Source: an optimization exercise on an open RTL-to-GDS flow (aim: small area, a short achievable clock period and few clock cycles). Production flows keep margins and buffers that such runs may drop. Only simulation tests tie the RTL to the original design; equivalence was not proved. Power figures rest on the tool's default switching activity, not on a simulated workload.

before:
## scc_core
module scc_core (
    input  wire        clk,
    input  wire        rst,
    input  wire        cmd_valid,
    output wire        cmd_ready,
    input  wire [63:0] cmd_word,
    output wire        rsp_valid,
    input  wire        rsp_ready,
    output wire [63:0] rsp_word,
    output wire        prim_valid,
    output wire [3:0]  prim_kind,
    output wire [15:0] prim_addr,
    output wire [31:0] prim_arg,
    input  wire        prim_ack,
    input  wire        prim_fail,
    input  wire [7:0]  prim_rdata,
    output wire [1:0]  st_pst,
    output wire        st_strm,
    output wire        st_inited,
    output wire [2:0]  st_gpio_lvl,
    output wire [2:0]  st_gpio_dir,
    output wire        st_clk_en,
    output wire [31:0] st_clk_hz,
    output wire [3:0]  st_rail_en
);
Size: about 1500 cells after synthesis, roughly 240 I/O pins, ~10000 um2 of cells after synthesis.
==> flow/config.mk <==
export PLATFORM = sky130hd
export DESIGN_NAME = scc_core
export DESIGN_NICKNAME = scc_core
export VERILOG_FILES = /design/flow/design.v
export SDC_FILE = /design/flow/constraint.sdc
export NUM_CORES = 4
export LEC_CHECK = 0
export ABC_AREA = 1
export CAP_MARGIN = 20
export CORE_MARGIN = 2
export CORE_UTILIZATION = 55
export CTS_BUF_LIST = sky130_fd_sc_hd__clkbuf_4 sky130_fd_sc_hd__clkbuf_8
export SLEW_MARGIN = 20
export DONT_USE_CELLS += sky130_fd_sc_hd__ha_1 sky130_fd_sc_hd__ha_2 sky130_fd_sc_hd__ha_4 sky130_fd_sc_hd__fa_1 sky130_fd_sc_hd__fa_2 sky130_fd_sc_hd__fa_4
export SKIP_REPAIR_TIE_FANOUT = 1
==> flow/constraint.sdc <==
create_clock -name core_clock -period 10.0 [get_ports {clk}]
set_input_delay 2.0000 -clock core_clock [delete_from_list [all_inputs] [get_ports {clk}]]
set_output_delay 2.0000 -clock core_clock [all_outputs]
set_load 0.01 [all_outputs]
standard.sh (not shown) runs the stock make flow with config.mk's settings and CLKGATE_MAP_FILE= SYNTH_SCRIPT=/design/flow/synth_recipe.tcl, a recipe that flattens the netlist after the stock synthesis.
==> flow/flow/run.sh <==
#!/bin/bash
set -euo pipefail
export SETUP_SLACK_MARGIN=6.55
export BUFFER_PORTS_ARGS="-buffer_cell sky130_fd_sc_hd__buf_1"
echo 'export DONT_USE_CELLS += sky130_fd_sc_hd__ha_1 sky130_fd_sc_hd__ha_2 sky130_fd_sc_hd__ha_4 sky130_fd_sc_hd__fa_1 sky130_fd_sc_hd__fa_2 sky130_fd_sc_hd__fa_4' >> config.mk
echo 'export SKIP_REPAIR_TIE_FANOUT = 1' >> config.mk
bash standard.sh > flow_make.log 2>&1
Testbench counts of before, summed over its fixed seeds: cycles 21,737.
Changes in after relative to before:
--- a/flow/design.v
+++ b/flow/design.v
@@ -40,31 +40,32 @@
     reg        idle_q;      
     reg        run_q;       
     reg        rsp_q;       
     reg        abt_q;       
     reg [4:0]  upc;         
     reg [3:0]  cls;         
     reg [15:0] t;           
     reg [8:0]  gt;          
     reg        glo;         
     reg        ghi;         
     reg [7:0]  cr;          
+    reg        gsel;        
     reg [3:0]  pk;          
     reg [15:0] pa;
     reg [7:0]  pg;          
     reg [4:0]  pc;          
     reg [7:0]  rs;          
     reg        rv;          
-    reg        rshow;       
-    reg        rexp;        
-    reg        rgain;       
+    reg        rshow_lo;    
+    reg        rshow_hi;    
+    reg        rpclk;       
     reg        gpend;       
     reg        inited;
     reg        strm;
     reg        soff;        
     reg [1:0]  pst;
     reg        mode_valid;
     reg [1:0]  mode_idx;
     reg [15:0] exp_r;
     reg [8:0]  gain_r;
     reg [2:0]  gpio_lvl;
     reg [2:0]  gpio_dir;
@@ -476,22 +477,23 @@
         carry = 1'b1;
         for (j = 0; j < 14; j = j + 1) begin
             s_inc[j] = t[j + 2] ^ carry;
             carry    = carry & t[j + 2];
         end
     end
     wire [15:0] frame = s_ge ? {s_inc, t[1:0]} : vts_cur;
     wire [8:0] g_cl = glo ? 9'd16 : ghi ? ((cls == C_EXPG) ? 9'd159 : 9'd511) : gt;
     wire [4:0] upc_n = {upc[4] ^ (&upc[3:0]), upc[3] ^ (&upc[2:0]), upc[2] ^ (&upc[1:0]),
                         upc[1] ^ upc[0], ~upc[0]};
     wire [32:0] nxt = prim_at(cls, upc_n, pm, t, frame);
+    wire nxt_gsel = (cls == C_EXPG) && (upc[1:0] == 2'd3);
     reg last;
     always @(*) begin
         if (is_prog)
             last = pm[1] ? (pm[0] ? (upc[1:0] == 2'd1) : (upc[1:0] == 2'd2)) : (upc[1:0] == 2'd3);
         else case (cls)
             C_INIT:    last = upc[0];
             C_STBYON:  last = (upc[1:0] == 2'd3);
             C_STBYOFF: last = (upc[2:0] == 3'd5);
             C_PON:     last = (upc == 5'd18);
             C_POFF:    last = (upc[3:0] == 4'd12);
             C_EXP:     last = (upc[1:0] == 2'd3);
@@ -517,48 +519,52 @@
         if (idle_q) begin
             cls      <= cls_in;
             upc      <= 5'd0;
             pk       <= pk_in;
             pa       <= pa_in;
             pg       <= pg_in;
             pc       <= 5'd0;
             gt       <= cb[8:0];
             glo      <= b_hi0_4;
             ghi      <= op07 ? b_gt159 : ~b_hi0_9;
             cr       <= code_in;
+            gsel     <= op06;
             rs       <= st_in;
             rv       <= legal & op0a & mode_valid;
-            rshow    <= legal & op0a & mode_valid;
-            rexp     <= legal & op08;
-            rgain    <= legal & op09;
+            rshow_lo <= legal & (op08 | op09 | (op0a & mode_valid));
+            rshow_hi <= legal & (op08 | op09 | (op0a & mode_valid));
+            rpclk    <= legal & op0a & mode_valid & (cb[3:0] == 4'd6);
             gpend    <= ok & op06 & ~b_le169;
-            t        <= op0a ? mode_field16(mode_idx, cb[3:0]) : shutter;
+            t        <= op08 ? exp_r :
+                        op09 ? {7'd0, gain_r} :
+                        op0a ? mode_field16(mode_idx, cb[3:0]) : shutter;
         end else if (run_q) begin
             if (cls == C_INIT) t[7:0] <= prim_rdata;
             if (prim_ack) begin
                 if (abt_q) ;
                 else if (fail) begin
                     rs <= st_fail;
                     if (scope_held) begin
                         pk <= P_SCOPEREL;
                         pa <= 16'd0;
                         pg <= 8'd1;
                         pc <= 5'd0;
                     end
                 end else begin
                     if (!last) begin
+                        gsel <= nxt_gsel;
                         {pk, pa, pg, pc} <= nxt;
                     end
                     if (cls == C_INIT && !id_ok) begin
                         rs       <= 8'h10;
-                        rshow    <= 1'b1;
+                        rshow_lo <= 1'b1;
                     end else if (last) begin
                         upc <= 5'd0;
                     end else begin
                         upc <= upc_n;
                     end
                 end
             end
         end
         if (rst) begin
             idle_q     <= 1'b1;
             run_q      <= 1'b0;
@@ -645,28 +651,27 @@
             soff <= 1'b0;
             if (soff) strm <= 1'b0;
             if (gpend) gain_r <= g_cl;
             if (rsp_ready) begin
                 rsp_q  <= 1'b0;
                 idle_q <= 1'b1;
             end
         end
     end
     assign cmd_ready   = idle_q;
     assign rsp_valid   = rsp_q;
-    wire rpclk = rv & t[15];
     assign rsp_word    = {rs, rv, 7'd0, 11'd0, upc,
                           3'd0, rpclk, 4'd0, rpclk, 2'd0, rpclk, 3'd0, rpclk,
-                          (t & {16{rshow}}) | (exp_r & {16{rexp}}) | {7'd0, gain_r & {9{rgain}}}};
+                          t[15:8] & {8{rshow_hi}}, t[7:0] & {8{rshow_lo}}};
     assign prim_valid  = run_q;
     assign prim_kind   = pk;
     assign prim_addr   = pa;
-    assign prim_arg    = {arg_of(pc) >> 8, pg | (cr & {8{pa[2]}})};
+    assign prim_arg    = {arg_of(pc) >> 8, pg | (cr & {8{gsel}})};
     assign st_pst      = pst;
     assign st_strm     = strm & ~soff;
     assign st_inited   = inited;
     assign st_gpio_lvl = gpio_lvl;
     assign st_gpio_dir = gpio_dir;
     assign st_clk_en   = clk_en;
     assign st_clk_hz   = clk_hz_on ? MCLK_HZ : 32'd0;
     assign st_rail_en  = rail_en;
 endmodule
--- outcome ---
Of after and before, the lower cell count belongs to before. Compared to before, after has wire length 4.4% higher. Between after and before, total number of vias is lower for before, after comes in above that. | overall fraction of global-route tracks in use | after vs before | 0.40 points higher |. Cmp after and before / setup slack / lower: before. Count of clock-buffer cells in the layout (lower): after. The final reports for after and before show slew at the pin closest to its max-slew limit lower in the former. The worst setup path category comes out primary input to flop in one run and flop to output port in the other, namely in after and before respectively. Going from before to after, combinational power increased about 3%, share of final layout cell area taken by non-clock buffers saw an increase.
Testbench counts of after, summed over its fixed seeds: cycles 21,737.

separate check: timing with driven ports:
How much do the figures lean on ideal ports? The routed layouts below were timed once more, with nothing changed but the port constraints.
Step 1 sets driving cells, clkbuf_16 on the clock port and buf_2 on the other inputs (assumed; they add their load-dependent delay and slew).
Step 2 times the ports against the registers' clock, not the clock port: input delays grow and output delays shrink by t, the midpoint of the rising clock arrivals with the driver on.
Three values: ideal ports, drivers, drivers and shift; two values: the first two.
| run | t, ns | setup WS [ns] | worst slew at a driven data input, ns |
|---|---|---|---|
| before | 0.496 | 6.509 / 6.469 / 6.145 | 0.06 |
| after | 0.497 | 6.609 / 6.587 / 6.125 | 0.04 |
After both steps every run listed still meets setup and hold. For after, which loses most, drivers alone change the setup slack by -0.022 ns; drivers and shift together by -0.484 ns.
